Source: an optimization exercise on an open RTL-to-GDS flow (aim: small area, a short achievable clock period and few clock cycles per item). Production flows keep margins and buffers that such runs may drop. Only simulation tests tie the RTL to the original design; equivalence was not proved. Power is estimated from default activity; no workload was simulated.

==> inputs of job 2409 <==
Design scpp_csc, start of the top module:
module scpp_csc (
    input  wire        clk,
    input  wire        rst,
    input  wire        cfg_we,
    input  wire [3:0]  cfg_addr,
    input  wire [31:0] cfg_wdata,
    input  wire        in_valid,
    output wire        in_ready,
    input  wire [4:0]  in_x,
    input  wire [12:0] in_y,
    input  wire [63:0] in_pix,
    output reg         out_valid,
    input  wire        out_ready,
    output reg  [63:0] out_pix
);
clock: 15.0 ns
lec_check: 0
abc_clock_period_in_ps: 4000
cap_margin: 40
core_margin: 2
core_utilization: 50
cts_cluster_diameter: 100
cts_cluster_size: 25
slew_margin: 60
standard.sh (not shown) runs the stock make flow with config.mk's settings and CLKGATE_MAP_FILE= SYNTH_SCRIPT=/design/flow/synth_recipe.tcl, a recipe that flattens the netlist after the stock synthesis.
==> flow/flow/run.sh <==
#!/bin/bash
set -euo pipefail
cd "$(dirname "$0")/.."
bash standard.sh SETUP_SLACK_MARGIN=10.8 TNS_END_PERCENT=30 \
  "BUFFER_PORTS_ARGS=-buffer_cell sky130_fd_sc_hd__buf_4" finish > flow_make.log 2>&1
==> inputs of job 768, as changes to job 2409 <==
--- a/flow/design.v
+++ b/flow/design.v
@@ -1088,12 +1088,11 @@
     reg        skid_v;
     reg        rdy_q;
     reg  [4:0] ph;            
     reg        v1;
     reg  [4:0] x1;
-    wire [4:0] pos1  = ph - x1;               
-    wire       stall = v1 && do_verterr && (pos1[2:0] != 3'd7);
+    reg        stall;         
     wire       en    = !skid_v && !stall;
     assign in_ready = rdy_q;
     reg        v0;
     reg [63:0] p0;
     reg [4:0]  x0;
@@ -1151,13 +1150,13 @@
     wire [22:0] q1 = qq1[25+1:3+1];
     wire [25+1:0] qq2 = {s1_2, 1'b1} + {c1_2, cy1_2};
     wire [22:0] q2 = qq2[25+1:3+1];
     reg  [31:0] ring [0:31];
     reg  [31:0] fl;
-    wire [1:0]  port  = pos1[4:3];
-    wire [31:0] e_rd  = ring[{port, 3'd7}];
-    wire        f_rd  = fl[{port, 3'd7}];
+    reg  [1:0]  port;
+    reg  [31:0] e_rd;
+    reg         f_rd;
     wire        err_clear = do_verterr && (x1 == 5'd0) && yz1;
     wire [31:0] e_use = (err_clear || !f_rd) ? 32'd0 : e_rd;
     wire [31:0] dadd  = do_verterr ? e_use : do_ordered ? {4{d1}} : 32'd0;
     wire [7:0] dadd_a  = dadd[7:0];
     wire [7:0] dadd_c1 = dadd[15:8];
@@ -1231,10 +1230,14 @@
     wire [4:0] ph_n    = rst ? 5'd0 : ph + 5'd1;
     wire [4:0] pos1_n  = ph_n - x1_n;
     wire       stall_n = v1_n && do_verterr && (pos1_n[2:0] != 3'd7);
     always @(posedge clk) begin
         rdy_q <= !skid_n && !stall_n;
+        stall <= stall_n;
+        port  <= pos1_n[4:3];
+        e_rd  <= ring[{pos1_n[4:3], 3'd6}];
+        f_rd  <= fl[{pos1_n[4:3], 3'd6}] && !(ewr && err_clear);
         if (rst) begin
             out_valid <= 1'b0;
             skid_v    <= 1'b0;
         end else if (out_free) begin
             out_valid <= skid_v || arr;
==> flow/run.sh (new file) <==
#!/bin/bash
# synth_recipe.tcl (not shown) runs the flow's synth.tcl, then flattens the netlist and writes it again
# the make line also repeats each setting of config.mk as NAME=value (left out here)
make -C /OpenROAD-flow-scripts/flow DESIGN_CONFIG=/design/flow/config.mk WORK_HOME=/design/flow/orfs CLKGATE_MAP_FILE= SYNTH_SCRIPT=/design/flow/synth_recipe.tcl finish
Settings changed: SETUP_SLACK_MARGIN set to 5, TNS_END_PERCENT set to 30.
removed: flow/flow/run.sh
removed: flow/standard.sh
==> notes <==
Job 2409 completed with no timing, DRC or antenna violations. Job 768 finished with timing, DRC and antenna clean. First-iteration DRC count: job 768 is smaller than job 2409 (18%). Of job 768 and job 2409, job 2409 has the higher register-to-register slack (gap 0.75 ns). In job 768 the setup slack is worse than in job 2409, by 0.75 ns. Flip-flop and latch count: job 768 is higher than job 2409 (36). Against job 2409, the fmax of job 768 is smaller by about 13%. Die area: job 768 is larger than job 2409 (0.54%).
==> figures <==
| metric | job 768 | job 2409 |
|---|---|---|
| IR Drop Worst-Case VDD | 93.3 uV | 91.7 uV |
| Synth-to-Final Area Change | 8.23% | 14.9% |
| Initial detailed-routing violation count | 7158 | 8723 |
| Final core utilization | 54.3% | 57.8% |
| Outcome | no timing/DRC/antenna violations | no timing/DRC/antenna violations |
| Non-clock inverters | 646 | 558 |
| Overall die area | 198000 sq um | 197000 sq um |
| Area of the placeable core | 194000 sq um | 193000 sq um |
| Syn Std Cell Area | 97400 sq um | 96900 sq um |
| Power density relative to cell area | 107 nW/um^2 | 101 nW/um^2 |
| Final-layout worst hold slack | 0.283 ns | 0.280 ns |
| Num rows | 162 | 161 |
| Die X | 445 microns | 444 microns |
| Cts bufs inserted | 93 | 88 |
Testbench counts of job 2409, summed over its fixed seeds: cycles 28,689, items 25,661.
Testbench counts of job 768, summed over its fixed seeds: cycles 28,689, items 25,661.


==> job 6166: inputs <==
scpp_csc again, from the RTL that the note above started with.
export LEC_CHECK = 0
export ABC_CLOCK_PERIOD_IN_PS = 4000
export CAP_MARGIN = 40
export CORE_MARGIN = 2
export CORE_UTILIZATION = 50
export CTS_CLUSTER_DIAMETER = 100
export CTS_CLUSTER_SIZE = 25
export SETUP_SLACK_MARGIN = 5
export SLEW_MARGIN = 60
export TNS_END_PERCENT = 30
create_clock -name core_clock -period 15.0 [get_ports {clk}]
run.sh (not shown) runs the stock make flow with config.mk's settings and CLKGATE_MAP_FILE= SYNTH_SCRIPT=/design/flow/synth_recipe.tcl, a recipe that flattens the netlist after the stock synthesis.
Stock flow here: none of the scripts above is used.
==> inputs of job 3359, as changes to job 6166 <==
--- a/flow/design.v
+++ b/flow/design.v
@@ -1087,14 +1087,13 @@
     end
     reg        skid_v;
     reg        rdy_q;
     reg  [4:0] ph;            
     reg        v1;
     reg  [4:0] x1;
-    wire [4:0] pos1  = ph - x1;               
-    wire       stall = v1 && do_verterr && (pos1[2:0] != 3'd7);
+    reg        stall;         
     wire       en    = !skid_v && !stall;
     assign in_ready = rdy_q;
     reg        v0;
     reg [63:0] p0;
     reg [4:0]  x0;
     reg [2:0]  y0;
@@ -1150,15 +1149,15 @@
     wire [25+1:0] qq1 = {s1_1, 1'b1} + {c1_1, cy1_1};
     wire [22:0] q1 = qq1[25+1:3+1];
     wire [25+1:0] qq2 = {s1_2, 1'b1} + {c1_2, cy1_2};
     wire [22:0] q2 = qq2[25+1:3+1];
     reg  [31:0] ring [0:31];
     reg  [31:0] fl;
-    wire [1:0]  port  = pos1[4:3];
-    wire [31:0] e_rd  = ring[{port, 3'd7}];
-    wire        f_rd  = fl[{port, 3'd7}];
+    reg  [1:0]  port;
+    reg  [31:0] e_rd;
+    reg         f_rd;
     wire        err_clear = do_verterr && (x1 == 5'd0) && yz1;
     wire [31:0] e_use = (err_clear || !f_rd) ? 32'd0 : e_rd;
     wire [31:0] dadd  = do_verterr ? e_use : do_ordered ? {4{d1}} : 32'd0;
     wire [7:0] dadd_a  = dadd[7:0];
     wire [7:0] dadd_c1 = dadd[15:8];
     wire [7:0] dadd_c2 = dadd[23:16];
@@ -1230,12 +1229,16 @@
     wire [4:0] x1_n    = en ? x0 : x1;
     wire [4:0] ph_n    = rst ? 5'd0 : ph + 5'd1;
     wire [4:0] pos1_n  = ph_n - x1_n;
     wire       stall_n = v1_n && do_verterr && (pos1_n[2:0] != 3'd7);
     always @(posedge clk) begin
         rdy_q <= !skid_n && !stall_n;
+        stall <= stall_n;
+        port  <= pos1_n[4:3];
+        e_rd  <= ring[{pos1_n[4:3], 3'd6}];
+        f_rd  <= fl[{pos1_n[4:3], 3'd6}] && !(ewr && err_clear);
         if (rst) begin
             out_valid <= 1'b0;
             skid_v    <= 1'b0;
         end else if (out_free) begin
             out_valid <= skid_v || arr;
             skid_v    <= 1'b0;
==> flow/flow/run.sh (new file) <==
#!/bin/bash
set -euo pipefail
cd "$(dirname "$0")/.."
bash standard.sh SETUP_SLACK_MARGIN=10.4 TNS_END_PERCENT=5 \
  "BUFFER_PORTS_ARGS=-buffer_cell sky130_fd_sc_hd__buf_4" finish > flow_make.log 2>&1
==> flow/standard.sh (new file) <==
#!/bin/bash
# synth_recipe.tcl (not shown) runs the flow's synth.tcl, then flattens the netlist and writes it again
# the make line also repeats each setting of config.mk as NAME=value (left out here)
make -C /OpenROAD-flow-scripts/flow DESIGN_CONFIG=/design/flow/config.mk WORK_HOME=/design/flow/orfs CLKGATE_MAP_FILE= SYNTH_SCRIPT=/design/flow/synth_recipe.tcl "${@:-finish}"
Settings changed: SETUP_SLACK_MARGIN 5 to default, TNS_END_PERCENT 30 to default.
removed: flow/run.sh
==> inputs of job 5399, as changes to job 6166 <==
--- a/flow/design.v
+++ b/flow/design.v
@@ -1087,14 +1087,13 @@
     end
     reg        skid_v;
     reg        rdy_q;
     reg  [4:0] ph;            
     reg        v1;
     reg  [4:0] x1;
-    wire [4:0] pos1  = ph - x1;               
-    wire       stall = v1 && do_verterr && (pos1[2:0] != 3'd7);
+    reg        stall;         
     wire       en    = !skid_v && !stall;
     assign in_ready = rdy_q;
     reg        v0;
     reg [63:0] p0;
     reg [4:0]  x0;
     reg [2:0]  y0;
@@ -1150,15 +1149,15 @@
     wire [25+1:0] qq1 = {s1_1, 1'b1} + {c1_1, cy1_1};
     wire [22:0] q1 = qq1[25+1:3+1];
     wire [25+1:0] qq2 = {s1_2, 1'b1} + {c1_2, cy1_2};
     wire [22:0] q2 = qq2[25+1:3+1];
     reg  [31:0] ring [0:31];
     reg  [31:0] fl;
-    wire [1:0]  port  = pos1[4:3];
-    wire [31:0] e_rd  = ring[{port, 3'd7}];
-    wire        f_rd  = fl[{port, 3'd7}];
+    reg  [1:0]  port;
+    reg  [31:0] e_rd;
+    reg         f_rd;
     wire        err_clear = do_verterr && (x1 == 5'd0) && yz1;
     wire [31:0] e_use = (err_clear || !f_rd) ? 32'd0 : e_rd;
     wire [31:0] dadd  = do_verterr ? e_use : do_ordered ? {4{d1}} : 32'd0;
     wire [7:0] dadd_a  = dadd[7:0];
     wire [7:0] dadd_c1 = dadd[15:8];
     wire [7:0] dadd_c2 = dadd[23:16];
@@ -1230,12 +1229,16 @@
     wire [4:0] x1_n    = en ? x0 : x1;
     wire [4:0] ph_n    = rst ? 5'd0 : ph + 5'd1;
     wire [4:0] pos1_n  = ph_n - x1_n;
     wire       stall_n = v1_n && do_verterr && (pos1_n[2:0] != 3'd7);
     always @(posedge clk) begin
         rdy_q <= !skid_n && !stall_n;
+        stall <= stall_n;
+        port  <= pos1_n[4:3];
+        e_rd  <= ring[{pos1_n[4:3], 3'd6}];
+        f_rd  <= fl[{pos1_n[4:3], 3'd6}] && !(ewr && err_clear);
         if (rst) begin
             out_valid <= 1'b0;
             skid_v    <= 1'b0;
         end else if (out_free) begin
             out_valid <= skid_v || arr;
             skid_v    <= 1'b0;
==> flow/flow/run.sh (new file) <==
#!/bin/bash
set -euo pipefail
cd "$(dirname "$0")/.."
bash standard.sh SETUP_SLACK_MARGIN=10.5 TNS_END_PERCENT=10 \
  "BUFFER_PORTS_ARGS=-buffer_cell sky130_fd_sc_hd__buf_4" finish > flow_make.log 2>&1
==> flow/standard.sh (new file) <==
#!/bin/bash
# synth_recipe.tcl (not shown) runs the flow's synth.tcl, then flattens the netlist and writes it again
# the make line also repeats each setting of config.mk as NAME=value (left out here)
make -C /OpenROAD-flow-scripts/flow DESIGN_CONFIG=/design/flow/config.mk WORK_HOME=/design/flow/orfs CLKGATE_MAP_FILE= SYNTH_SCRIPT=/design/flow/synth_recipe.tcl "${@:-finish}"
Settings changed: SETUP_SLACK_MARGIN 5 to default, TNS_END_PERCENT 30 to default.
removed: flow/run.sh
==> comparison table <==
|  | job 5399 | job 6166 | job 3359 |
|---|---|---|---|
| Run status | finished clean | finished clean | finished clean |
| Multi-input gate area in the final layout | 53,300 µm² | 52,300 µm² | 52,900 µm² |
| Highest-delay cell along the critical path | mux4_2 | and2_2 | dfxtp_1 |
| Minimum clock period after layout | 4.85 ns | 6.29 ns | 4.83 ns |
| Sum of internal, switching and leakage power | 11.4 mW | 10.9 mW | 11.4 mW |
| Switching power | 3.75 mW | 3.48 mW | 3.70 mW |
| Worst path buffer plus inverter count | 5 | 3 | 3 |
| Clock buffer count | 129 | 125 | 125 |
| Number of antenna violations at the first check in global routing | 23 | 5 | 24 |
| Reported leakage power | 38.1 nW | 35.8 nW | 38.0 nW |
| Pin count of the biggest net entering global routing | 95 | 91 | 88 |
| Tap cells | 2,542 | 2,526 | 2,542 |
| Crit path to | e_rd[5] | out_pix[7] | s1_2[7] |
| Mean post-synth cell area | 11.2 µm² | 11.2 µm² | 11.2 µm² |
Testbench counts of job 6166, summed over its fixed seeds: cycles 28,689, items 25,661.
Testbench counts of job 3359, summed over its fixed seeds: cycles 28,689, items 25,661.
Testbench counts of job 5399, summed over its fixed seeds: cycles 28,689, items 25,661.

[separate check: timing with driven ports]
No port has a modelled driver above. Below, the same layouts with a new extraction and two added sets of constraints.
Step 1: set_driving_cell puts a clkbuf_16 on clk and a buf_2 on each other input, an assumption about the parent block.
Step 2 moves the port delays by t, midway between the first and last clock arrival at a register: inputs arrive t later, outputs are due t later. That takes back most of the time a late clock gives input paths.
Slacks: ideal / step 1 / step 2; pairs: ideal / step 1.
| run | t, ns | setup WS [ns] | worst register clock-pin slew, ns |
|---|---|---|---|
| job 2409 | 0.869 | 9.992 / 9.992 / 9.992 | 0.11 / 0.11 |
| job 768 | 0.861 | 9.245 / 9.245 / 8.822 | 0.11 / 0.11 |
| job 6166 | 0.871 | 8.708 / 8.708 / 8.708 | 0.11 / 0.11 |
| job 3359 | 0.875 | 10.173 / 10.016 / 9.140 | 0.11 / 0.11 |
| job 5399 | 0.854 | 10.155 / 9.880 / 9.026 | 0.11 / 0.11 |
After both steps every run listed still meets setup and hold. The setup slack of job 5399, which loses most, moves by -0.275 ns with the drivers and by -1.129 ns with both steps.
